Background: an optimization exercise with open tools, aiming at small area, a short achievable clock period and few clock cycles. Do not read the settings as production practice. No run shown here included a check of the RTL's function; only the layout flow was run.

--- design/flow/design.v ---
module redes_tx (
    input  wire        clk,
    input  wire        rst,             
    input  wire        cfg_we,
    input  wire [2:0]  cfg_addr,
    input  wire [31:0] cfg_wdata,
    input  wire        start,
    input  wire        start_alg,       
    input  wire [11:0] start_nbytes,    
    output wire        busy,
    input  wire        in_valid,
    output wire        in_ready,
    input  wire [7:0]  in_data,
    output wire        out_valid,
    input  wire        out_ready,
    output wire [7:0]  out_data,
    output wire        out_last
);
    localparam [31:0] POLY_RESET = 32'h04C11DB7;   
    localparam [5:0]  DEG_RESET  = 6'd32;
    localparam [31:0] SEED_ZERO  = 32'h6D2B79F5;   
    localparam [1:0] S_IDLE = 2'd0, S_HDR = 2'd1, S_BODY = 2'd2;
    reg [31:0] poly;         
    reg [5:0]  deg;          
    reg [6:0]  gen0, gen1, gen2, gen3;
    reg [2:0]  conv_k;       
    reg [16:0] prob;         
    reg [31:0] rng;          
    wire [31:0] poly_aligned = poly & ~(32'hFFFFFFFF >> deg);
    wire [6:0]  wg0 = cfg_wdata[6:0];
    wire [6:0]  wg1 = cfg_wdata[13:7];
    wire [6:0]  wg2 = cfg_wdata[20:14];
    wire [6:0]  wg3 = cfg_wdata[27:21];
    wire [2:0]  wk  = cfg_wdata[30:28];
    wire        cfg_gen_ok = (wk >= 3'd1) && (wk <= 3'd4) &&
                             ((wg0 != 7'd0) ||
                              (wk >= 3'd2 && wg1 != 7'd0) ||
                              (wk >= 3'd3 && wg2 != 7'd0) ||
                              (wk >= 3'd4 && wg3 != 7'd0));
    reg [1:0]  state;
    reg        alg;
    reg [11:0] nb;           
    reg [1:0]  hcnt;         
    reg        ninit;        
    reg [11:0] bytes_left;   
    reg [7:0]  head, skid;
    reg        hv, sv;
    reg [31:0] crc;          
    reg [6:0]  q;            
    reg [5:0]  h;            
    reg [2:0]  bi;           
    reg [1:0]  gsel;         
    reg [7:0]  pk;           
    reg [3:0]  pcnt;         
    reg [13:0] nm;           
    reg [31:0] s4r;          
    reg [3:0]  flo;          
    reg        v1, l1;
    reg [7:0]  fm;           
    reg        fm_v, fm_last;
    reg [2:0]  fsub;         
    reg [7:0]  od;
    reg        ov, olast;
    wire [13:0] nbk  = (conv_k[0] ? {2'b00, nb} : 14'd0) +
                       (conv_k[1] ? {1'b0, nb, 1'b0} : 14'd0) +
                       (conv_k[2] ? {nb, 2'b00} : 14'd0);
    wire [16:0] nlen = alg ? {nbk, 3'b000} : ({2'b00, nb, 3'b000} + {11'd0, deg});
    wire        nzero = (nb == 12'd0) && (alg || deg == 6'd0);
    wire [13:0] npay = alg ? nbk : ({2'b00, nb} + {11'd0, deg[5:3]} + {13'd0, deg[2:0] != 3'd0});
    wire        npart = !alg && (deg[2:0] != 3'd0);
    function [31:0] xs32(input [31:0] x);
        reg [31:0] y;
        begin
            y = x ^ (x << 13);
            y = y ^ (y >> 17);
            xs32 = y ^ (y << 5);
        end
    endfunction
    function lt(input [15:0] x, input [16:0] p);
        reg [15:0] g, e;
        reg [7:0]  g1, e1;
        reg [3:0]  g2, e2;
        reg [1:0]  g3, e3;
        integer b;
        begin
            g = p[15:0] & ~x;
            e = ~(p[15:0] ^ x);
            for (b = 0; b < 8; b = b + 1) begin
                g1[b] = g[2*b+1] | (e[2*b+1] & g[2*b]);
                e1[b] = e[2*b+1] & e[2*b];
            end
            for (b = 0; b < 4; b = b + 1) begin
                g2[b] = g1[2*b+1] | (e1[2*b+1] & g1[2*b]);
                e2[b] = e1[2*b+1] & e1[2*b];
            end
            for (b = 0; b < 2; b = b + 1) begin
                g3[b] = g2[2*b+1] | (e2[2*b+1] & g2[2*b]);
                e3[b] = e2[2*b+1] & e2[2*b];
            end
            lt = p[16] | g3[1] | (e3[1] & g3[0]);
        end
    endfunction
    wire [31:0] rng_a8;
    assign rng_a8[0] = rng[2] ^ rng[3] ^ rng[4] ^ rng[5] ^ rng[6] ^ rng[9] ^ rng[11] ^ rng[13] ^ rng[16] ^ rng[17] ^ rng[18] ^ rng[19] ^ rng[20] ^ rng[24] ^ rng[30];
    assign rng_a8[1] = rng[0] ^ rng[1] ^ rng[2] ^ rng[3] ^ rng[4] ^ rng[5] ^ rng[7] ^ rng[8] ^ rng[9] ^ rng[15] ^ rng[16] ^ rng[20] ^ rng[23] ^ rng[25] ^ rng[27] ^ rng[29] ^ rng[31];
    assign rng_a8[2] = rng[1] ^ rng[3] ^ rng[5] ^ rng[7] ^ rng[8] ^ rng[9] ^ rng[12] ^ rng[13] ^ rng[14] ^ rng[18] ^ rng[20] ^ rng[23] ^ rng[24] ^ rng[25] ^ rng[27] ^ rng[30];
    assign rng_a8[3] = rng[5] ^ rng[6] ^ rng[8] ^ rng[9] ^ rng[10] ^ rng[18] ^ rng[21] ^ rng[23] ^ rng[25];
    assign rng_a8[4] = rng[0] ^ rng[1] ^ rng[2] ^ rng[3] ^ rng[4] ^ rng[6] ^ rng[7] ^ rng[8] ^ rng[9] ^ rng[10] ^ rng[14] ^ rng[16] ^ rng[18] ^ rng[19] ^ rng[25] ^ rng[26] ^ rng[27] ^ rng[29] ^ rng[30];
    assign rng_a8[5] = rng[0] ^ rng[1] ^ rng[4] ^ rng[7] ^ rng[11] ^ rng[12] ^ rng[21] ^ rng[22] ^ rng[23] ^ rng[27] ^ rng[30];
    assign rng_a8[6] = rng[2] ^ rng[3] ^ rng[5] ^ rng[7] ^ rng[8] ^ rng[9] ^ rng[10] ^ rng[11] ^ rng[12] ^ rng[13] ^ rng[14] ^ rng[16] ^ rng[19] ^ rng[23] ^ rng[24] ^ rng[25] ^ rng[28] ^ rng[30] ^ rng[31];
    assign rng_a8[7] = rng[0] ^ rng[1] ^ rng[3] ^ rng[4] ^ rng[5] ^ rng[7] ^ rng[9] ^ rng[17] ^ rng[19] ^ rng[22] ^ rng[26] ^ rng[27] ^ rng[29] ^ rng[30] ^ rng[31];
    assign rng_a8[8] = rng[1] ^ rng[3] ^ rng[8] ^ rng[12] ^ rng[13] ^ rng[16] ^ rng[17] ^ rng[24] ^ rng[25] ^ rng[26] ^ rng[28] ^ rng[29] ^ rng[30];
    assign rng_a8[9] = rng[2] ^ rng[4] ^ rng[5] ^ rng[7] ^ rng[9] ^ rng[11] ^ rng[13] ^ rng[14] ^ rng[15] ^ rng[20] ^ rng[21] ^ rng[24] ^ rng[25] ^ rng[27] ^ rng[29] ^ rng[30];
    assign rng_a8[10] = rng[0] ^ rng[2] ^ rng[3] ^ rng[4] ^ rng[5] ^ rng[6] ^ rng[7] ^ rng[10] ^ rng[11] ^ rng[12] ^ rng[16] ^ rng[19] ^ rng[20] ^ rng[21] ^ rng[24] ^ rng[26] ^ rng[27] ^ rng[28];
    assign rng_a8[11] = rng[0] ^ rng[3] ^ rng[5] ^ rng[6] ^ rng[7] ^ rng[8] ^ rng[11] ^ rng[12] ^ rng[13] ^ rng[14] ^ rng[15] ^ rng[17] ^ rng[18] ^ rng[20] ^ rng[22] ^ rng[25] ^ rng[26] ^ rng[27] ^ rng[28] ^ rng[31];
    assign rng_a8[12] = rng[0] ^ rng[3] ^ rng[6] ^ rng[7] ^ rng[8] ^ rng[12] ^ rng[14] ^ rng[17] ^ rng[19] ^ rng[23] ^ rng[27] ^ rng[29];
    assign rng_a8[13] = rng[1] ^ rng[6] ^ rng[10] ^ rng[13] ^ rng[14] ^ rng[16] ^ rng[22] ^ rng[24] ^ rng[27] ^ rng[31];
    assign rng_a8[14] = rng[1] ^ rng[2] ^ rng[3] ^ rng[4] ^ rng[5] ^ rng[7] ^ rng[8] ^ rng[9] ^ rng[13] ^ rng[16] ^ rng[18] ^ rng[19] ^ rng[20] ^ rng[25] ^ rng[27] ^ rng[29];
    assign rng_a8[15] = rng[2] ^ rng[5] ^ rng[9] ^ rng[10] ^ rng[11] ^ rng[12] ^ rng[15] ^ rng[16] ^ rng[18] ^ rng[20] ^ rng[23] ^ rng[24] ^ rng[25] ^ rng[28] ^ rng[31];
    assign rng_a8[16] = rng[0] ^ rng[1] ^ rng[2] ^ rng[6] ^ rng[7] ^ rng[10] ^ rng[11] ^ rng[12] ^ rng[14] ^ rng[16] ^ rng[17] ^ rng[19] ^ rng[21] ^ rng[23] ^ rng[24] ^ rng[25] ^ rng[26] ^ rng[29] ^ rng[31];
    assign rng_a8[17] = rng[1] ^ rng[6] ^ rng[7] ^ rng[10] ^ rng[12] ^ rng[15] ^ rng[18] ^ rng[19] ^ rng[20] ^ rng[22] ^ rng[25] ^ rng[27] ^ rng[30] ^ rng[31];
    assign rng_a8[18] = rng[1] ^ rng[2] ^ rng[7] ^ rng[12] ^ rng[16] ^ rng[18] ^ rng[20] ^ rng[21] ^ rng[22] ^ rng[23] ^ rng[25] ^ rng[28] ^ rng[30];
    assign rng_a8[19] = rng[0] ^ rng[1] ^ rng[2] ^ rng[8] ^ rng[12] ^ rng[15] ^ rng[18] ^ rng[19] ^ rng[20] ^ rng[21] ^ rng[23] ^ rng[24] ^ rng[28] ^ rng[29] ^ rng[30];
    assign rng_a8[20] = rng[0] ^ rng[3] ^ rng[4] ^ rng[5] ^ rng[7] ^ rng[9] ^ rng[14] ^ rng[16] ^ rng[17] ^ rng[19] ^ rng[21] ^ rng[22] ^ rng[23] ^ rng[25] ^ rng[29] ^ rng[31];
    assign rng_a8[21] = rng[0] ^ rng[2] ^ rng[3] ^ rng[6] ^ rng[7] ^ rng[9] ^ rng[10] ^ rng[11] ^ rng[13] ^ rng[14] ^ rng[15] ^ rng[20] ^ rng[21] ^ rng[23] ^ rng[24] ^ rng[25] ^ rng[26] ^ rng[27] ^ rng[29];
    assign rng_a8[22] = rng[0] ^ rng[3] ^ rng[4] ^ rng[6] ^ rng[8] ^ rng[9] ^ rng[14] ^ rng[15] ^ rng[18] ^ rng[20] ^ rng[23] ^ rng[26] ^ rng[27] ^ rng[28] ^ rng[29] ^ rng[31];
    assign rng_a8[23] = rng[0] ^ rng[1] ^ rng[4] ^ rng[8] ^ rng[12] ^ rng[13] ^ rng[17] ^ rng[18] ^ rng[23] ^ rng[24] ^ rng[25] ^ rng[30] ^ rng[31];
    assign rng_a8[24] = rng[0] ^ rng[1] ^ rng[2] ^ rng[3] ^ rng[4] ^ rng[6] ^ rng[8] ^ rng[9] ^ rng[10] ^ rng[14] ^ rng[16] ^ rng[17] ^ rng[19] ^ rng[22] ^ rng[23] ^ rng[24] ^ rng[26] ^ rng[28] ^ rng[30] ^ rng[31];
    assign rng_a8[25] = rng[1] ^ rng[3] ^ rng[4] ^ rng[6] ^ rng[7] ^ rng[9] ^ rng[13] ^ rng[17] ^ rng[20] ^ rng[21] ^ rng[25] ^ rng[26] ^ rng[28] ^ rng[29];
    assign rng_a8[26] = rng[2] ^ rng[4] ^ rng[6] ^ rng[9] ^ rng[10] ^ rng[13] ^ rng[14] ^ rng[15] ^ rng[16] ^ rng[21] ^ rng[22] ^ rng[24] ^ rng[25] ^ rng[26] ^ rng[29] ^ rng[30];
    assign rng_a8[27] = rng[0] ^ rng[8] ^ rng[10] ^ rng[12] ^ rng[13] ^ rng[14] ^ rng[16] ^ rng[23] ^ rng[24] ^ rng[26] ^ rng[27] ^ rng[28];
    assign rng_a8[28] = rng[0] ^ rng[1] ^ rng[3] ^ rng[5] ^ rng[6] ^ rng[7] ^ rng[10] ^ rng[11] ^ rng[14] ^ rng[16] ^ rng[18] ^ rng[19] ^ rng[20] ^ rng[25] ^ rng[26];
    assign rng_a8[29] = rng[2] ^ rng[6] ^ rng[11] ^ rng[14] ^ rng[15] ^ rng[16] ^ rng[17] ^ rng[18] ^ rng[20] ^ rng[21] ^ rng[23] ^ rng[24] ^ rng[25] ^ rng[26];
    assign rng_a8[30] = rng[1] ^ rng[2] ^ rng[3] ^ rng[4] ^ rng[6] ^ rng[7] ^ rng[8] ^ rng[11] ^ rng[13] ^ rng[14] ^ rng[20] ^ rng[21] ^ rng[22] ^ rng[27] ^ rng[28] ^ rng[29];
    assign rng_a8[31] = rng[3] ^ rng[4] ^ rng[6] ^ rng[7] ^ rng[9] ^ rng[13] ^ rng[14] ^ rng[15] ^ rng[16] ^ rng[17] ^ rng[18] ^ rng[21] ^ rng[22] ^ rng[24] ^ rng[27] ^ rng[29] ^ rng[30] ^ rng[31];
    wire [31:0] s1 = xs32(rng);
    wire [31:0] s2 = xs32(s1);
    wire [31:0] s3 = xs32(s2);
    wire [31:0] s4 = xs32(s3);
    wire [31:0] s5 = xs32(s4r);
    wire [31:0] s6 = xs32(s5);
    wire [31:0] s7 = xs32(s6);
    wire [31:0] s8 = xs32(s7);
    wire [3:0]  flips_lo = {lt(s1[31:16], prob), lt(s2[31:16], prob),
                            lt(s3[31:16], prob), lt(s4[31:16], prob)};
    wire [3:0]  flips_hi = {lt(s5[31:16], prob), lt(s6[31:16], prob),
                            lt(s7[31:16], prob), lt(s8[31:16], prob)};
    wire fast = (conv_k == 3'd2);
    reg  [6:0] gcur;
    always @(*) begin
        case (gsel)
            2'd0: gcur = gen0;
            2'd1: gcur = gen1;
            2'd2: gcur = gen2;
            default: gcur = gen3;
        endcase
    end
    wire [6:0] w0 = {h[5:0], head[7]};
    wire [6:0] w1 = {h[4:0], head[7], head[6]};
    wire [6:0] w2 = {h[3:0], head[7], head[6], head[5]};
    wire [6:0] w3 = {h[2:0], head[7], head[6], head[5], head[4]};
    wire       p0 = ^(w0 & gcur);
    wire [7:0] conv_byte = {p0,             ^(w0 & gen1),
                            ^(w1 & gen0),   ^(w1 & gen1),
                            ^(w2 & gen0),   ^(w2 & gen1),
                            ^(w3 & gen0),   ^(w3 & gen1)};
    reg [6:0]  q_next;
    reg [7:0]  u, fb;
    reg [31:0] crc_next;
    integer j, k;
    always @(*) begin
        for (k = 1; k <= 7; k = k + 1) begin
            q_next[k-1] = poly_aligned[32-k];
            for (j = 1; j < k; j = j + 1)
                q_next[k-1] = q_next[k-1] ^ (poly_aligned[32-j] & q_next[k-j-1]);
        end
        for (j = 0; j < 8; j = j + 1)
            u[j] = head[7-j] ^ crc[31-j];
        for (k = 0; k < 8; k = k + 1) begin
            fb[k] = u[k];
            for (j = 0; j < k; j = j + 1)
                fb[k] = fb[k] ^ (q[k-j-1] & u[j]);
        end
        crc_next = {crc[23:0], 8'd0};
        for (k = 0; k < 32; k = k + 1)
            for (j = 0; j < 8; j = j + 1)
                if (k - 7 + j >= 0 && k - 7 + j <= 31)
                    crc_next[k] = crc_next[k] ^ (fb[j] & poly_aligned[k-7+j]);
    end
    wire in_body  = (state == S_BODY);
    wire crc_tail = !hv && (bytes_left == 12'd0);
    reg  [7:0] rd;
    reg        rd_ok;
    always @(*) begin
        if (!alg) begin
            rd    = hv ? head : crc[31:24];
            rd_ok = hv || crc_tail;
        end else if (fast) begin
            rd    = conv_byte;
            rd_ok = hv;
        end else begin
            rd    = pk;
            rd_ok = pcnt[3];
        end
    end
    wire out_free = !ov || out_ready;
    wire hdr_end  = (state == S_HDR) && (hcnt == 2'd3) && out_ready;
    wire pay_free = in_body ? out_free : (hdr_end && !nzero);
    wire emit     = pay_free && rd_ok && fm_v;
    wire pmode    = (nm == 14'd1) && npart;       
    wire pser     = pmode && !v1 && !fm_v;        
    wire adv      = !fm_v || emit;
    wire iss      = (nm != 14'd0) && !pmode;
    wire serial   = (state != S_IDLE) && alg && !fast && hv && !pcnt[3];
    wire last_bit = (gsel == conv_k[1:0] - 2'd1);
    wire pop = alg ? (fast ? (emit && bi[2]) : (serial && last_bit && bi == 3'd7))
                   : (emit && hv);
    wire push = in_ready && in_valid;
    assign busy      = (state != S_IDLE);
    assign in_ready  = (state != S_IDLE) && (bytes_left != 12'd0) && !sv;
    assign out_valid = ov;
    assign out_data  = od;
    assign out_last  = olast;
    always @(posedge clk) begin
        q <= q_next;
        if (rst) begin
            poly       <= POLY_RESET;
            deg        <= DEG_RESET;
            gen0       <= 7'b111;
            gen1       <= 7'b101;
            gen2       <= 7'd0;
            gen3       <= 7'd0;
            conv_k     <= 3'd2;
            prob       <= 17'd0;
            rng        <= SEED_ZERO;
            state      <= S_IDLE;
            bytes_left <= 12'd0;
            hv         <= 1'b0;
            sv         <= 1'b0;
            v1         <= 1'b0;
            fm_v       <= 1'b0;
            nm         <= 14'd0;
            ov         <= 1'b0;
            pcnt       <= 4'd0;
            ninit      <= 1'b0;
        end else begin
            if (cfg_we) begin
                case (cfg_addr)
                    3'd0: poly <= cfg_wdata;
                    3'd1: if (cfg_wdata <= 32'd32) deg <= cfg_wdata[5:0];
                    3'd2: if (cfg_gen_ok) begin
                              gen0   <= wg0;
                              gen1   <= wg1;
                              gen2   <= wg2;
                              gen3   <= wg3;
                              conv_k <= wk;
                          end
                    3'd3: if (cfg_wdata <= 32'd65536) prob <= cfg_wdata[16:0];
                    3'd4: rng <= (cfg_wdata == 32'd0) ? SEED_ZERO : cfg_wdata;
                    default: ;
                endcase
            end
            case (state)
                S_IDLE: begin
                    if (start) begin
                        alg        <= start_alg;
                        nb         <= start_nbytes;
                        bytes_left <= start_nbytes;
                        hcnt       <= 2'd0;
                        ninit      <= 1'b1;
                        hv         <= 1'b0;
                        sv         <= 1'b0;
                        crc        <= 32'd0;
                        h          <= 6'd0;
                        bi         <= 3'd0;
                        gsel       <= 2'd0;
                        pcnt       <= 4'd0;
                        v1         <= 1'b0;
                        fm_v       <= 1'b0;
                        fsub       <= 3'd0;
                        od         <= 8'd0;
                        ov         <= 1'b1;
                        olast      <= 1'b0;
                        state      <= S_HDR;
                    end
                end
                S_HDR: begin
                    if (out_ready) begin
                        hcnt <= hcnt + 2'd1;
                        case (hcnt)
                            2'd0: od <= {7'd0, nlen[16]};
                            2'd1: od <= nlen[15:8];
                            default: od <= nlen[7:0];
                        endcase
                        olast <= (hcnt == 2'd2) && nzero;
                        if (hcnt == 2'd3) begin
                            state <= nzero ? S_IDLE : S_BODY;
                            if (emit) begin
                                od    <= rd ^ fm;
                                olast <= fm_last;
                            end else begin
                                ov    <= 1'b0;
                            end
                        end
                    end
                end
                S_BODY: begin
                    if (emit) begin
                        od    <= rd ^ fm;
                        ov    <= 1'b1;
                        olast <= fm_last;
                    end else if (out_ready) begin
                        ov <= 1'b0;
                        if (olast && ov)
                            state <= S_IDLE;
                    end
                end
                default: state <= S_IDLE;
            endcase
            if (ninit) begin
                ninit <= 1'b0;
                nm    <= npay;
            end else if (state != S_IDLE) begin
                if (pser) begin
                    fm   <= {fm[6:0], (fsub < deg[2:0]) ? flips_lo[3] : 1'b0};
                    if (fsub < deg[2:0])
                        rng <= s1;
                    fsub <= fsub + 3'd1;
                    if (fsub == 3'd7) begin
                        nm      <= 14'd0;
                        fm_v    <= 1'b1;
                        fm_last <= 1'b1;
                    end
                end else if (adv) begin
                    fm      <= {flo, flips_hi};
                    fm_v    <= v1;
                    fm_last <= l1;
                    s4r     <= s4;
                    flo     <= flips_lo;
                    v1      <= iss;
                    l1      <= (nm == 14'd1);
                    if (iss) begin
                        rng <= rng_a8;
                        nm  <= nm - 14'd1;
                    end
                end
            end
            if (state != S_IDLE) begin
                if (push)
                    bytes_left <= bytes_left - 12'd1;
                if (pop) begin
                    if (sv) begin
                        head <= skid;
                        hv   <= 1'b1;
                        sv   <= push;
                        if (push) skid <= in_data;
                    end else begin
                        head <= in_data;
                        hv   <= push;
                    end
                end else begin
                    if (!hv) begin
                        head <= in_data;
                        hv   <= push;
                    end else if (push) begin
                        skid <= in_data;
                        sv   <= 1'b1;
                    end
                    if (alg && fast && emit)
                        head <= {head[3:0], 4'd0};
                    else if (serial && last_bit)
                        head <= {head[6:0], 1'b0};
                end
            end
            if (state != S_IDLE) begin
                if (!alg) begin
                    if (emit)
                        crc <= hv ? crc_next : {crc[23:0], 8'd0};
                end else if (fast) begin
                    if (emit) begin
                        h  <= {h[1:0], head[7:4]};
                        bi <= bi + 3'd4;
                    end
                end else begin
                    if (serial) begin
                        pk   <= {pk[6:0], p0};
                        pcnt <= pcnt + 4'd1;
                        if (last_bit) begin
                            gsel <= 2'd0;
                            h    <= {h[4:0], head[7]};
                            bi   <= bi + 3'd1;
                        end else begin
                            gsel <= gsel + 2'd1;
                        end
                    end else if (emit) begin
                        pcnt <= 4'd0;
                    end
                end
            end
        end
    end
endmodule
--- design/flow/run.sh ---
#!/bin/bash
# synth_recipe.tcl (not shown) runs the flow's synth.tcl, then flattens the netlist and writes it again
# the make line also repeats each setting of config.mk as NAME=value (left out here)
make -C /OpenROAD-flow-scripts/flow DESIGN_CONFIG=/design/flow/config.mk WORK_HOME=/design/flow/orfs CLKGATE_MAP_FILE= SYNTH_SCRIPT=/design/flow/synth_recipe.tcl finish
--- design/flow/config.mk ---
export PLATFORM = sky130hd
export DESIGN_NAME = redes_tx
export DESIGN_NICKNAME = redes_tx
export VERILOG_FILES = /design/flow/design.v
export SDC_FILE = /design/flow/constraint.sdc
export NUM_CORES = 4
export LEC_CHECK = 0
export CAP_MARGIN = 20
export CORE_MARGIN = 2
export CORE_UTILIZATION = 40
export PLACE_DENSITY = 0.6
export SLEW_MARGIN = 20
--- design/flow/constraint.sdc ---
create_clock -name core_clock -period 10.0 [get_ports {clk}]
set_input_delay 2.0000 -clock core_clock [delete_from_list [all_inputs] [get_ports {clk}]]
set_output_delay 2.0000 -clock core_clock [all_outputs]
set_load 0.01 [all_outputs]
==> impl_metrics.csv, run 1 <==
group,metric,value,unit
sta,period_needed,5.333,ns
run_status,outcome,"no timing/DRC/antenna violations",
route,dr.pass1.iters,6,
synthesis,synth-edff-count,140,
sta,fin_worst_skew,0.02534,ns
clock_network,path_clk_slew,0.07,ns
clock_network,cts_tree,"yes",
clock_network,cts_resized,0,
sta,whs,0.4500,ns
setup_path,rr_endpoint,"fm[0]",
sta,tightest_slew,1.075,ns
route,ant_nets,0,
floorplan,initial_core_util,0.4045,
final_layout,layout-drive-gt1-share,0.05286,
setup_path,crit_start,"cfg_wdata[17]",
final_layout,fin_nets,3841,
final_layout,fill_cells,7631,
route,drt-initial-drc-count,2651,
clock_network,ctsHoldBuffers,0,
setup_path,critPathMaxFanout,20,
route,routed_wl,101.8,mm
synthesis,yosysSeqAreaShare,0.2426,
synthesis,synth-main-ff-cell,"dfxtp_1",
synthesis,syn_nets,3869,
clock_network,cts.path.max_buffers,3,
synthesis,async_flop_share,0,
synthesis,postSynthCellCount,3631,
setup_path,critPathArrivalTime,5.82,ns
sta,max_freq,187.5,MHz
setup_path,crit_type,"in2reg",
sta,min_period_over_period,0.5333,
grt,grt_pass1_vias,24337,
route,wl_per_cell,21.82,um
hold_path,min_from,"pk[6]",
synthesis,netlist.area_leader.share,0.2163,
sta,rsz0062_at_grt,"false",
hold_path,min_path_type,"reg2reg",
grt,grt_usage,0.2545,
floorplan,dieArea,79170,um^2
setup_path,r2r_setup_slack,4.84,ns
route,viasPerCell,5.536,
floorplan,io_pins,74,
synthesis,yosys_warnings,1,
clock_network,cts_sinks,303,
setup_path,required,10.48,ns
flow_run,max-cap-violations,0,
synthesis,synth_top_area_cell,"xnor2_1",
clock_network,cts_inserted_buffers,37,
synthesis,synth_cell_types,78,
synthesis,synth_area,30780,um^2
place,dp_hpwl,76.01,mm
clock_network,clk_latency,0.57,ns
synthesis,yosysMostFrequentCell,"xnor2_1",
route,vias,25818,
grt,grt_remaining_overflow,0,
synthesis,synth_common_cells,"xnor2_1, nor2_1, nand2_1",
floorplan,rows,101,
route,drc_errors,0,
floorplan,die_w,281.4,um
setup_path,rr_worst_depth,18,
synthesis,ys_ff_latch,303,
sta,slew_viol_final,0,
final_layout,area_growth,9.387,%
setup_path,cp-start-kind,"primary input",
clock_network,post_cts_buffers,0,
hold_path,holdPathStages,0,
place,port_buffers,73,
grt,grt_pass1_wl,154.1,mm
floorplan,dieHeight,281.4,um
synthesis,synthTopCellsByArea,"xnor2_1, edfxtp_1, dfxtp_1, xor2_1, ha_1",
setup_path,rr_startpoint,"s4r[16]",
grt,grt_max_degree,70,
synthesis,avgSynthCellArea,8.476,um^2
grt,antenna_found_initial,2,
setup_path,end_kind,"flip-flop",
sta,max_slew_margin,0.2783,
sta,hold_viol,0,
hold_path,hold_end,"pk[7]",
floorplan,coreArea,76080,um^2
sta,fin_setup_tns,0,ns
clock_network,htreeDepth,2,
place,place.gp.congestion,0.9810,
clock_network,cts_root_buf,"clkbuf_16",
sta,setup_viol,0,
## routing by layer
layer	global-route usage	wire length, um
met5	0	0
met3	0.03754	7763
met1	0.3618	45910
met4	0.1002	4150
met2	0.3866	43960
## cell type report
class                           count  area (um^2)  area share
Clock buffer                       51         1051     0.03122
Sequential cell                   303         7468      0.2218
Clock inverter                     17        132.6    0.003940
Inverter                           85        320.3    0.009515
Timing Repair Buffer              127         1134     0.03367
Multi-Input combinational cell   3049        22270      0.6614
Tap cell                         1030         1289     0.03828
Antenna cell                        2        5.005   0.0001487
## registers in the layout (all words and copies together), names as in the netlist, 8 cells and up
signal,count
crc,32
fm,8
od,8
poly,32
head,8
pk,8
s4r,32
skid,8
bytes_left,12
rng,32
nb,12
nm,14
prob,17
## through the flow
step / setup WS (ns) / area, um^2 / utilization / instances
after floorplan: 4.355 / 30780 / - / 3631
after global placement: 4.205 / 32480 / 0.4269 / 4594
after detailed placement: 4.211 / 32480 / 0.4269 / 4594
after CTS: 4.777 / 33660 / 0.4425 / 4662
after global routing: 4.350 / 33660 / 0.4425 / 4664
final: 4.667 / 33660 / 0.4425 / 4664
## worst max path at each step
stage | to | slack, ns | cells after the start
floorplan | flo[0] | 4.35 | 6
global placement | rng[19] | 4.20 | 12
detailed placement | rng[19] | 4.21 | 12
CTS | rng[19] | 4.78 | 12
global route | fm[0] | 4.35 | 18
finish | rng[19] | 4.67 | 12
## worst max-delay path: stages
cell             delay (ns)
clkdlybuf4s50_1        0.50
or4_1                  0.64
or4_1                  0.45
nor4b_1                0.37
nor2b_1                0.21
nand2_1                0.07
nand2_1                0.67
o22ai_1                0.21
mux2_2                 0.32
o22ai_1                0.15
a21oi_1                0.12
o21ai_0                0.11
## logic make-up after synthesis
family,share of synthesized area
adders and majority gates,0.07497
DFF,0.2426
buffers and inverters,0.03712
and+or+nand+nor,0.1475
muxes,0.03439
xor gates and xnor gates,0.3396
AOI/OAI and AO/OA,0.1238
## cells in the final DEF, fill, tap and decap left out, types with 13 or more instances in the layout
cell type	synthesis	routed
nand4_1	25	25
edfxtp_1	140	140
inv_1	83	82
a21oi_1	161	160
a22oi_1	17	17
clkdlybuf4s50_1	0	72
fa_1	14	14
nand3_1	45	45
nor2b_1	39	39
clkbuf_16	0	39
nor4_1	13	13
buf_4	11	55
nand2_1	372	372
ha_1	162	162
and3_1	16	15
a22o_1	20	20
xnor2_1	760	755
o21ai_0	140	140
dfxtp_1	163	162
a31oi_1	14	14
o22ai_1	34	34
mux2i_1	99	99
and2_1	24	24
xnor2_2	17	20
a211oi_1	21	21
xnor3_1	26	26
nor2_1	440	438
nand2b_1	15	15
xor2_1	276	275
xor2_2	14	15
nor3_1	42	39
o211ai_1	29	29
a21o_1	29	29
o21ai_1	20	20
==> run 2: changes to the inputs <==
--- a/design/flow/design.v
+++ b/design/flow/design.v
@@ -59,8 +59,8 @@
     reg [7:0]  fm;           
     reg        fm_v, fm_last;
     reg [2:0]  fsub;         
-    reg [7:0]  od;
-    reg        ov, olast;
+    reg [7:0]  od, os;
+    reg        ov, olast, os_v, os_last;
     wire [13:0] nbk  = (conv_k[0] ? {2'b00, nb} : 14'd0) +
                        (conv_k[1] ? {1'b0, nb, 1'b0} : 14'd0) +
                        (conv_k[2] ? {nb, 2'b00} : 14'd0);
@@ -203,10 +203,20 @@
             rd_ok = pcnt[3];
         end
     end
-    wire out_free = !ov || out_ready;
-    wire hdr_end  = (state == S_HDR) && (hcnt == 2'd3) && out_ready;
-    wire pay_free = in_body ? out_free : (hdr_end && !nzero);
-    wire emit     = pay_free && rd_ok && fm_v;
+    wire emit     = in_body && !os_v && rd_ok && fm_v;
+    wire hdr_wr   = (state == S_HDR) && !os_v;
+    wire wr       = emit || hdr_wr;
+    reg  [7:0] wbyte;
+    always @(*) begin
+        case (hcnt)
+            2'd1: wbyte = {7'd0, nlen[16]};
+            2'd2: wbyte = nlen[15:8];
+            default: wbyte = nlen[7:0];
+        endcase
+        if (in_body) wbyte = rd ^ fm;
+    end
+    wire wlast = in_body ? fm_last : (hcnt == 2'd3 && nzero);
+    wire xfer  = ov && out_ready;
     wire pmode    = (nm == 14'd1) && npart;       
     wire pser     = pmode && !v1 && !fm_v;        
     wire adv      = !fm_v || emit;
@@ -241,6 +251,7 @@
             fm_v       <= 1'b0;
             nm         <= 14'd0;
             ov         <= 1'b0;
+            os_v       <= 1'b0;
             pcnt       <= 4'd0;
             ninit      <= 1'b0;
         end else begin
@@ -266,7 +277,7 @@
                         alg        <= start_alg;
                         nb         <= start_nbytes;
                         bytes_left <= start_nbytes;
-                        hcnt       <= 2'd0;
+                        hcnt       <= 2'd1;
                         ninit      <= 1'b1;
                         hv         <= 1'b0;
                         sv         <= 1'b0;
@@ -278,45 +289,46 @@
                         v1         <= 1'b0;
                         fm_v       <= 1'b0;
                         fsub       <= 3'd0;
-                        od         <= 8'd0;
-                        ov         <= 1'b1;
-                        olast      <= 1'b0;
                         state      <= S_HDR;
                     end
                 end
                 S_HDR: begin
-                    if (out_ready) begin
+                    if (hdr_wr) begin
                         hcnt <= hcnt + 2'd1;
-                        case (hcnt)
-                            2'd0: od <= {7'd0, nlen[16]};
-                            2'd1: od <= nlen[15:8];
-                            default: od <= nlen[7:0];
-                        endcase
-                        olast <= (hcnt == 2'd2) && nzero;
-                        if (hcnt == 2'd3) begin
-                            state <= nzero ? S_IDLE : S_BODY;
-                            if (emit) begin
-                                od    <= rd ^ fm;
-                                olast <= fm_last;
-                            end else begin
-                                ov    <= 1'b0;
-                            end
-                        end
+                        if (hcnt == 2'd3)
+                            state <= S_BODY;
                     end
                 end
                 S_BODY: begin
-                    if (emit) begin
-                        od    <= rd ^ fm;
-                        ov    <= 1'b1;
-                        olast <= fm_last;
-                    end else if (out_ready) begin
-                        ov <= 1'b0;
-                        if (olast && ov)
-                            state <= S_IDLE;
-                    end
+                    if (xfer && olast)
+                        state <= S_IDLE;
                 end
                 default: state <= S_IDLE;
             endcase
+            if (state == S_IDLE) begin
+                if (start) begin
+                    od    <= 8'd0;
+                    ov    <= 1'b1;
+                    olast <= 1'b0;
+                end
+            end else if (!ov || out_ready) begin
+                if (os_v) begin
+                    od      <= os;
+                    olast   <= os_last;
+                    ov      <= 1'b1;
+                    os_v    <= 1'b0;
+                end else if (wr) begin
+                    od    <= wbyte;
+                    olast <= wlast;
+                    ov    <= 1'b1;
+                end else begin
+                    ov    <= 1'b0;
+                end
+            end else if (wr) begin
+                os      <= wbyte;
+                os_last <= wlast;
+                os_v    <= 1'b1;
+            end
             if (ninit) begin
                 ninit <= 1'b0;
                 nm    <= npay;
==> impl_metrics.csv, run 2 <==
group,metric,value,unit
setup_path,rr_worst_depth,16,
synthesis,async_flop_share,0,
final_layout,area_growth,9.453,%
sta,setup_viol,0,
floorplan,initial_core_util,0.4039,
synthesis,synth-main-ff-cell,"dfxtp_1",
clock_network,cts_root_buf,"clkbuf_16",
setup_path,end_kind,"flip-flop",
clock_network,post_cts_buffers,0,
final_layout,mostFrequentLayoutCell,"xnor2_1",
synthesis,synth-edff-count,149,
synthesis,ys_ff_latch,313,
sta,period_needed,5.223,ns
route,vias,25552,
setup_path,rr_endpoint,"flo[0]",
sta,max_freq,191.4,MHz
clock_network,clk_latency,0.58,ns
grt,grt_remaining_overflow,0,
grt,grt_usage,0.2446,
synthesis,avgSynthCellArea,8.720,um^2
synthesis,postSynthCellCount,3582,
synthesis,synth_common_cells,"xnor2_1, nor2_1, nand2_1",
setup_path,cp-start-kind,"flip-flop",
final_layout,fin_nets,3782,
synthesis,synth_area,31240,um^2
final_layout,antenna-diode-count,0,
place,port_buffers,73,
setup_path,r2r_setup_slack,4.78,ns
sta,setup_ws,4.777,ns
synthesis,netlist.area_leader.share,0.2173,
route,drc_errors,0,
place,place.gp.congestion,0.9583,
setup_path,rr_startpoint,"rng[27]",
grt,grt_max_degree,66,
floorplan,dieArea,80340,um^2
clock_network,path_clk_slew,0.06,ns
floorplan,coreArea,77340,um^2
synthesis,synthTopCellsByArea,"xnor2_1, edfxtp_1, dfxtp_1, xor2_1, ha_1",
sta,fin_worst_skew,0.03897,ns
floorplan,io_pins,74,
clock_network,ctsHoldBuffers,0,
route,viasPerCell,5.534,
setup_path,critPathMaxFanout,9,
synthesis,syn_nets,3815,
sta,tightest_slew,1.188,ns
run_status,outcome,"no timing/DRC/antenna violations",
sta,fin_setup_tns,0,ns
final_layout,layout-drive-gt1-share,0.05927,
sta,slew_viol_final,0,
clock_network,cts_sinks,313,
route,wl_per_cell,21.86,um
hold_path,hold_end,"pk[2]",
floorplan,die_w,283.4,um
hold_path,min_from,"pk[1]",
sta,max_slew_margin,0.2079,
setup_path,critPathArrivalTime,5.62,ns
floorplan,dieHeight,283.4,um
synthesis,yosys_warnings,1,
place,dp_slack,4.499,ns
clock_network,cts.path.max_buffers,3,
sta,min_period_over_period,0.5223,
floorplan,rows,102,
grt,grt_pass1_vias,24049,
synthesis,yosysMostFrequentCell,"xnor2_1",
hold_path,min_path_type,"reg2reg",
route,ant_nets,0,
synthesis,synth_cell_types,86,
clock_network,htreeDepth,2,
route,dr.pass1.iters,6,
clock_network,cts_tree,"yes",
sta,rsz0062_at_grt,"false",
flow_run,max-cap-violations,0,
grt,grt_pass1_wl,153.2,mm
hold_path,holdPathStages,0,
place,dp_hpwl,75.77,mm
synthesis,yosysSeqAreaShare,0.2483,
route,drt-initial-drc-count,2517,
setup_path,required,10.40,ns
final_layout,final_cell_mix,"xnor2_1, nor2_1, nand2_1",
synthesis,synth_top_area_cell,"xnor2_1",
grt,antenna_found_initial,0,
clock_network,cts_inserted_buffers,38,
clock_network,cts_resized,0,
sta,hold_viol,0,
setup_path,crit_type,"reg2reg",
route,routed_wl,100.9,mm
## run 2: cell types whose count changed in the layout (fill, tap and decap cells not counted), sizes merged, moves of 21 or more
cell	before	now
a21oi	162	135
mux2i	99	124
nand2	372	304
nand3	45	92
o21ai	160	139
xnor2	782	823
xor2	292	265
## run 2: worst max-delay path by stage
stage	slack, ns	cells past startpoint	start	end
2_1_floorplan	5.28	3	rst	flo[0]
3_3_place_gp	4.55	7	cfg_wdata[25]	deg[4]
3_5_place_dp	4.50	7	cfg_wdata[25]	deg[3]
4_1_cts	4.78	16	rng[27]	flo[0]
5_1_grt	4.53	16	rng[11]	flo[0]
6_report	4.78	16	rng[27]	flo[0]
## run 2: per-stage QoR
step           hold slack, ns  utilization  cells  instance area (um^2)
5_1_grt                0.4517       0.4421   4617                 34190
2_1_floorplan          0.4262            -   3582                 31240
3_3_place_gp           0.4323       0.4251   4548                 32870
6_report               0.4508       0.4421   4617                 34190
3_5_place_dp           0.4371       0.4252   4548                 32890
4_1_cts                0.4458       0.4418   4616                 34170
## run 2: kinds of logic (layout without fill, tap and decap cells)
logic type | Yosys count | count (layout) | share of synthesized area
buffers and inverters | 292 | 287 | 0.03821
adder cells (fa/ha/maj) | 171 | 171 | 0.07186
XOR/XNOR | 1109 | 1109 | 0.3450
AO/OA/AOI/OAI | 554 | 554 | 0.1151
flip-flops | 313 | 313 | 0.2483
AND/OR/NAND/NOR | 1018 | 1018 | 0.1414
multiplexers | 125 | 125 | 0.04010
## run 2: worst max-delay path: stages, from the launching register on
cell and delay [ns]:
dfxtp_1 0.76, xor2_4 0.39, xnor2_2 0.21, xnor2_1 0.82
xnor2_1 0.16, xnor2_1 0.17, xnor2_1 0.39, xor2_1 0.41
xnor2_1 0.19, xnor2_1 0.19, ha_1 0.29, nand4_1 0.10
or3_1 0.37, nor3_1 0.27, a21oi_1 0.12, o221a_2 0.13
o21ai_1 0.08
## run 2: layer usage
layer | share of wire | track usage | routed length (um) | vias up
li1 | - | - | - | 12095
met5 | 0 | 0 | 0 | -
met4 | 0.032 | 0.07646 | 3207 | 0
met2 | 0.44 | 0.3776 | 44060 | 963
met3 | 0.068 | 0.02629 | 6878 | 185
met1 | 0.46 | 0.3566 | 46790 | 12309
## run 2: final cells by class
class | count | area [um^2]
flip-flops and latches | 313 | 7759
fillers | 7682 | 43150
clock inverters | 18 | 211.5
inverters | 99 | 372.9
clock buffers | 50 | 1069
repair buffers | 120 | 1094
multi-input cells | 2977 | 22380
well taps | 1040 | 1301
==> run 3: changes to the inputs <==
--- a/design/flow/design.v
+++ b/design/flow/design.v
@@ -27,11 +27,14 @@
     reg [16:0] prob;         
     reg [31:0] rng;          
     wire [31:0] poly_aligned = poly & ~(32'hFFFFFFFF >> deg);
-    wire [6:0]  wg0 = cfg_wdata[6:0];
-    wire [6:0]  wg1 = cfg_wdata[13:7];
-    wire [6:0]  wg2 = cfg_wdata[20:14];
-    wire [6:0]  wg3 = cfg_wdata[27:21];
-    wire [2:0]  wk  = cfg_wdata[30:28];
+    reg         cw_we;
+    reg  [2:0]  cw_addr;
+    reg  [31:0] cw_data;
+    wire [6:0]  wg0 = cw_data[6:0];
+    wire [6:0]  wg1 = cw_data[13:7];
+    wire [6:0]  wg2 = cw_data[20:14];
+    wire [6:0]  wg3 = cw_data[27:21];
+    wire [2:0]  wk  = cw_data[30:28];
     wire        cfg_gen_ok = (wk >= 3'd1) && (wk <= 3'd4) &&
                              ((wg0 != 7'd0) ||
                               (wk >= 3'd2 && wg1 != 7'd0) ||
@@ -53,9 +56,10 @@
     reg [7:0]  pk;           
     reg [3:0]  pcnt;         
     reg [13:0] nm;           
-    reg [31:0] s4r;          
-    reg [3:0]  flo;          
-    reg        v1, l1;
+    reg [31:0] s3r, s6r;     
+    reg [2:0]  f3;           
+    reg [5:0]  f6;           
+    reg        v1, l1, v2, l2;
     reg [7:0]  fm;           
     reg        fm_v, fm_last;
     reg [2:0]  fsub;         
@@ -136,15 +140,14 @@
     wire [31:0] s1 = xs32(rng);
     wire [31:0] s2 = xs32(s1);
     wire [31:0] s3 = xs32(s2);
-    wire [31:0] s4 = xs32(s3);
-    wire [31:0] s5 = xs32(s4r);
+    wire [31:0] s4 = xs32(s3r);
+    wire [31:0] s5 = xs32(s4);
     wire [31:0] s6 = xs32(s5);
-    wire [31:0] s7 = xs32(s6);
+    wire [31:0] s7 = xs32(s6r);
     wire [31:0] s8 = xs32(s7);
-    wire [3:0]  flips_lo = {lt(s1[31:16], prob), lt(s2[31:16], prob),
-                            lt(s3[31:16], prob), lt(s4[31:16], prob)};
-    wire [3:0]  flips_hi = {lt(s5[31:16], prob), lt(s6[31:16], prob),
-                            lt(s7[31:16], prob), lt(s8[31:16], prob)};
+    wire [2:0]  flips_a = {lt(s1[31:16], prob), lt(s2[31:16], prob), lt(s3[31:16], prob)};
+    wire [2:0]  flips_b = {lt(s4[31:16], prob), lt(s5[31:16], prob), lt(s6[31:16], prob)};
+    wire [1:0]  flips_c = {lt(s7[31:16], prob), lt(s8[31:16], prob)};
     wire fast = (conv_k == 3'd2);
     reg  [6:0] gcur;
     always @(*) begin
@@ -218,9 +221,12 @@
     wire wlast = in_body ? fm_last : (hcnt == 2'd3 && nzero);
     wire xfer  = ov && out_ready;
     wire pmode    = (nm == 14'd1) && npart;       
-    wire pser     = pmode && !v1 && !fm_v;        
+    wire pser     = pmode && !v1 && !v2 && !fm_v;  
     wire adv      = !fm_v || emit;
     wire iss      = (nm != 14'd0) && !pmode;
+    wire iss0     = (nb != 12'd0) || (!alg && deg[5:3] != 3'd0);
+    wire last0    = alg ? (nb == 12'd1 && conv_k == 3'd1)
+                        : ((nb == 12'd1 && deg == 6'd0) || (nb == 12'd0 && deg == 6'd8));
     wire serial   = (state != S_IDLE) && alg && !fast && hv && !pcnt[3];
     wire last_bit = (gsel == conv_k[1:0] - 2'd1);
     wire pop = alg ? (fast ? (emit && bi[2]) : (serial && last_bit && bi == 3'd7))
@@ -232,7 +238,10 @@
     assign out_data  = od;
     assign out_last  = olast;
     always @(posedge clk) begin
-        q <= q_next;
+        q       <= q_next;
+        cw_we   <= cfg_we && !rst;
+        cw_addr <= cfg_addr;
+        cw_data <= cfg_wdata;
         if (rst) begin
             poly       <= POLY_RESET;
             deg        <= DEG_RESET;
@@ -248,6 +257,7 @@
             hv         <= 1'b0;
             sv         <= 1'b0;
             v1         <= 1'b0;
+            v2         <= 1'b0;
             fm_v       <= 1'b0;
             nm         <= 14'd0;
             ov         <= 1'b0;
@@ -255,10 +265,10 @@
             pcnt       <= 4'd0;
             ninit      <= 1'b0;
         end else begin
-            if (cfg_we) begin
-                case (cfg_addr)
-                    3'd0: poly <= cfg_wdata;
-                    3'd1: if (cfg_wdata <= 32'd32) deg <= cfg_wdata[5:0];
+            if (cw_we) begin
+                case (cw_addr)
+                    3'd0: poly <= cw_data;
+                    3'd1: if (cw_data <= 32'd32) deg <= cw_data[5:0];
                     3'd2: if (cfg_gen_ok) begin
                               gen0   <= wg0;
                               gen1   <= wg1;
@@ -266,8 +276,8 @@
                               gen3   <= wg3;
                               conv_k <= wk;
                           end
-                    3'd3: if (cfg_wdata <= 32'd65536) prob <= cfg_wdata[16:0];
-                    3'd4: rng <= (cfg_wdata == 32'd0) ? SEED_ZERO : cfg_wdata;
+                    3'd3: if (cw_data <= 32'd65536) prob <= cw_data[16:0];
+                    3'd4: rng <= (cw_data == 32'd0) ? SEED_ZERO : cw_data;
                     default: ;
                 endcase
             end
@@ -287,6 +297,7 @@
                         gsel       <= 2'd0;
                         pcnt       <= 4'd0;
                         v1         <= 1'b0;
+            v2         <= 1'b0;
                         fm_v       <= 1'b0;
                         fsub       <= 3'd0;
                         state      <= S_HDR;
@@ -331,10 +342,16 @@
             end
             if (ninit) begin
                 ninit <= 1'b0;
-                nm    <= npay;
+                nm    <= npay - {13'd0, iss0};
+                v1    <= iss0;
+                l1    <= last0;
+                s3r   <= s3;
+                f3    <= flips_a;
+                if (iss0)
+                    rng <= rng_a8;
             end else if (state != S_IDLE) begin
                 if (pser) begin
-                    fm   <= {fm[6:0], (fsub < deg[2:0]) ? flips_lo[3] : 1'b0};
+                    fm   <= {fm[6:0], (fsub < deg[2:0]) ? flips_a[2] : 1'b0};
                     if (fsub < deg[2:0])
                         rng <= s1;
                     fsub <= fsub + 3'd1;
@@ -344,11 +361,15 @@
                         fm_last <= 1'b1;
                     end
                 end else if (adv) begin
-                    fm      <= {flo, flips_hi};
-                    fm_v    <= v1;
-                    fm_last <= l1;
-                    s4r     <= s4;
-                    flo     <= flips_lo;
+                    fm      <= {f6, flips_c};
+                    fm_v    <= v2;
+                    fm_last <= l2;
+                    s6r     <= s6;
+                    f6      <= {f3, flips_b};
+                    v2      <= v1;
+                    l2      <= l1;
+                    s3r     <= s3;
+                    f3      <= flips_a;
                     v1      <= iss;
                     l1      <= (nm == 14'd1);
                     if (iss) begin
--- a/design/flow/config.mk
+++ b/design/flow/config.mk
@@ -9,4 +9,5 @@
 export CORE_MARGIN = 2
 export CORE_UTILIZATION = 40
 export PLACE_DENSITY = 0.6
+export SETUP_SLACK_MARGIN = 5
 export SLEW_MARGIN = 20
==> impl_metrics.csv, run 3 <==
group,metric,value,unit
grt,grt_remaining_overflow,0,
clock_network,htreeDepth,2,
synthesis,synth_area,33550,um^2
sta,fin_worst_skew,0.04128,ns
sta,max_freq,208.0,MHz
route,vias,27100,
final_layout,area_growth,10.30,%
floorplan,die_w,293.6,um
synthesis,syn_nets,3995,
route,dr.pass1.iters,7,
sta,rsz0062_at_grt,"false",
final_layout,fin_nets,3970,
clock_network,cts_root_buf,"clkbuf_16",
setup_path,cp-start-kind,"flip-flop",
route,drt-initial-drc-count,2982,
synthesis,avgSynthCellArea,8.924,um^2
place,dp_hpwl,76.96,mm
route,wl_per_cell,21.51,um
clock_network,cts_resized,0,
synthesis,synth-main-ff-cell,"dfxtp_1",
synthesis,netlist.area_leader.share,0.1820,
grt,antenna_found_initial,1,
clock_network,cts.path.max_buffers,3,
sta,fin_setup_tns,0,ns
sta,hold_viol,0,
floorplan,dieArea,86200,um^2
clock_network,cts_inserted_buffers,45,
synthesis,synth_cell_types,94,
grt,grt_usage,0.2382,
route,viasPerCell,5.586,
hold_path,min_path_type,"reg2reg",
flow_run,max-cap-violations,0,
route,ant_nets,0,
synthesis,async_flop_share,0,
sta,slew_viol_final,0,
synthesis,postSynthCellCount,3759,
grt,grt_pass1_wl,158.9,mm
setup_path,end_kind,"primary output",
route,drc_errors,0,
place,port_buffers,73,
synthesis,yosys_warnings,1,
setup_path,critPathMaxFanout,6,
sta,tightest_slew,1.137,ns
grt,grt_max_degree,82,
synthesis,synth_common_cells,"xnor2_1, nor2_1, nand2_1",
clock_network,post_cts_buffers,0,
synthesis,yosysSeqAreaShare,0.2873,
final_layout,fill_cells,8110,
clock_network,path_clk_slew,0.06,ns
final_layout,antenna-diode-count,0,
floorplan,coreArea,83290,um^2
sta,max_slew_margin,0.2423,
floorplan,dieHeight,293.6,um
place,place.gp.congestion,0.9492,
floorplan,initial_core_util,0.4028,
final_layout,layout-drive-gt1-share,0.06285,
run_status,outcome,"no timing/DRC/antenna violations",
clock_network,ctsHoldBuffers,0,
clock_network,cts_sinks,388,
final_layout,utilization,0.4443,
floorplan,io_pins,74,
sta,min_period_over_period,0.4808,
final_layout,mostFrequentLayoutCell,"xnor2_1",
grt,grt_pass1_vias,26048,
clock_network,cts_tree,"yes",
synthesis,synthTopCellsByArea,"xnor2_1, edfxtp_1, dfxtp_1, xor2_1, ha_1",
floorplan,rows,106,
clock_network,clk_latency,0.62,ns
synthesis,synth_top_area_cell,"xnor2_1",
synthesis,ys_ff_latch,388,
setup_path,critPathArrivalTime,2.81,ns
route,routed_wl,104.3,mm
final_layout,final_cell_mix,"xnor2_1, nor2_1, nand2_1",
synthesis,yosysMostFrequentCell,"xnor2_1",
setup_path,crit_type,"reg2out",
synthesis,synth-edff-count,187,
sta,period_needed,4.808,ns
sta,setup_viol,0,
setup_path,required,8.00,ns
==> run 3: path summary, 6_finish.rpt <==
kind	slack, ns	cells after the start	to	start
worst max-delay path	5.19	6	in_ready	bytes_left[0]
worst min-delay path	0.45	0	f6[5]	f3[2]
worst min register to register	0.45	0	f6[5]	f3[2]
worst max register to register	5.32	13	nm[12]	deg[3]
==> run 3: cells by family (layout without fill, tap and decap cells) <==
group,count (synthesis),after routing,synth area share
adder cells (fa/ha/maj),174,174,0.06803
XOR/XNOR,1055,1055,0.3121
flip-flops,388,388,0.2873
multiplexers,93,93,0.02797
AND/OR/NAND/NOR,1078,1078,0.1406
buffers and inverters,317,329,0.03819
AO/OA/AOI/OAI,654,654,0.1258
==> run 3: area by class of cell <==
cell class	instances	area [um^2]	share of cell area
multi-input cells	3054	22740	0.6146
well taps	1080	1351	0.03652
flip-flops and latches	388	9641	0.2605
repair buffers	129	1185	0.03202
inverters	116	436.7	0.01180
clock buffers	60	1339	0.03618
clock inverters	24	307.8	0.008318
==> run 3: metal layers <==
metal / vias up / global-route usage / part of all wire
met4: 0 / 0.08823 / 0.038
met1: 12966 / 0.3255 / 0.44
li1: 12811 / - / -
met3: 239 / 0.03497 / 0.073
met5: - / 0 / 0
met2: 1084 / 0.3813 / 0.45
==> run 3: critical path: stages (launching register included) <==
cell and delay (ns):
dfxtp_1 0.32, inv_1 0.06, ha_1 0.18, nor4b_1 0.48, and2_0 0.40, a311oi_1 0.21
clkdlybuf4s50_1 0.54
==> run 3: through the flow <==
stage	cells	worst slack (ns)	hold WS (ns)	cell area, um^2
floorplan	3759	5.198	0.4003	33550
global placement	4764	5.158	0.4007	35290
detailed placement	4764	5.072	0.4273	35300
CTS	4848	5.035	0.4425	36950
global route	4851	5.052	0.4582	37000
finish	4851	5.192	0.4466	37000

re-timing with driven ports:
How much do the figures lean on ideal ports? The routed layouts below were timed once more, with nothing changed but the port constraints. Step 1 (the two cells are an assumption about what drives the block):
set clk [get_ports {clk}]
set_driving_cell -lib_cell sky130_fd_sc_hd__clkbuf_16 $clk
set_driving_cell -lib_cell sky130_fd_sc_hd__buf_2 [delete_from_list [all_inputs] $clk]
Step 2 also shifts input and output timing later by t, the mid clock arrival at the registers, as if the neighbouring blocks saw the same clock. Slacks: no drivers / after step 1 / after step 2; pairs: no drivers / after step 1.
run | t, ns | slack for setup (ns) | hold slack, ns
run 1 | 0.619 | 4.667 / 4.709 / 4.090 | 0.450 / 0.450 / 0.450
run 2 | 0.615 | 4.777 / 4.777 / 4.367 | 0.451 / 0.451 / 0.451
run 3 | 0.667 | 5.192 / 5.123 / 5.055 | 0.447 / 0.447 / 0.447
After both steps setup and hold are still met in every run listed. The setup slack of run 1, which loses most, moves by +0.042 ns with the drivers and by -0.577 ns with both steps.
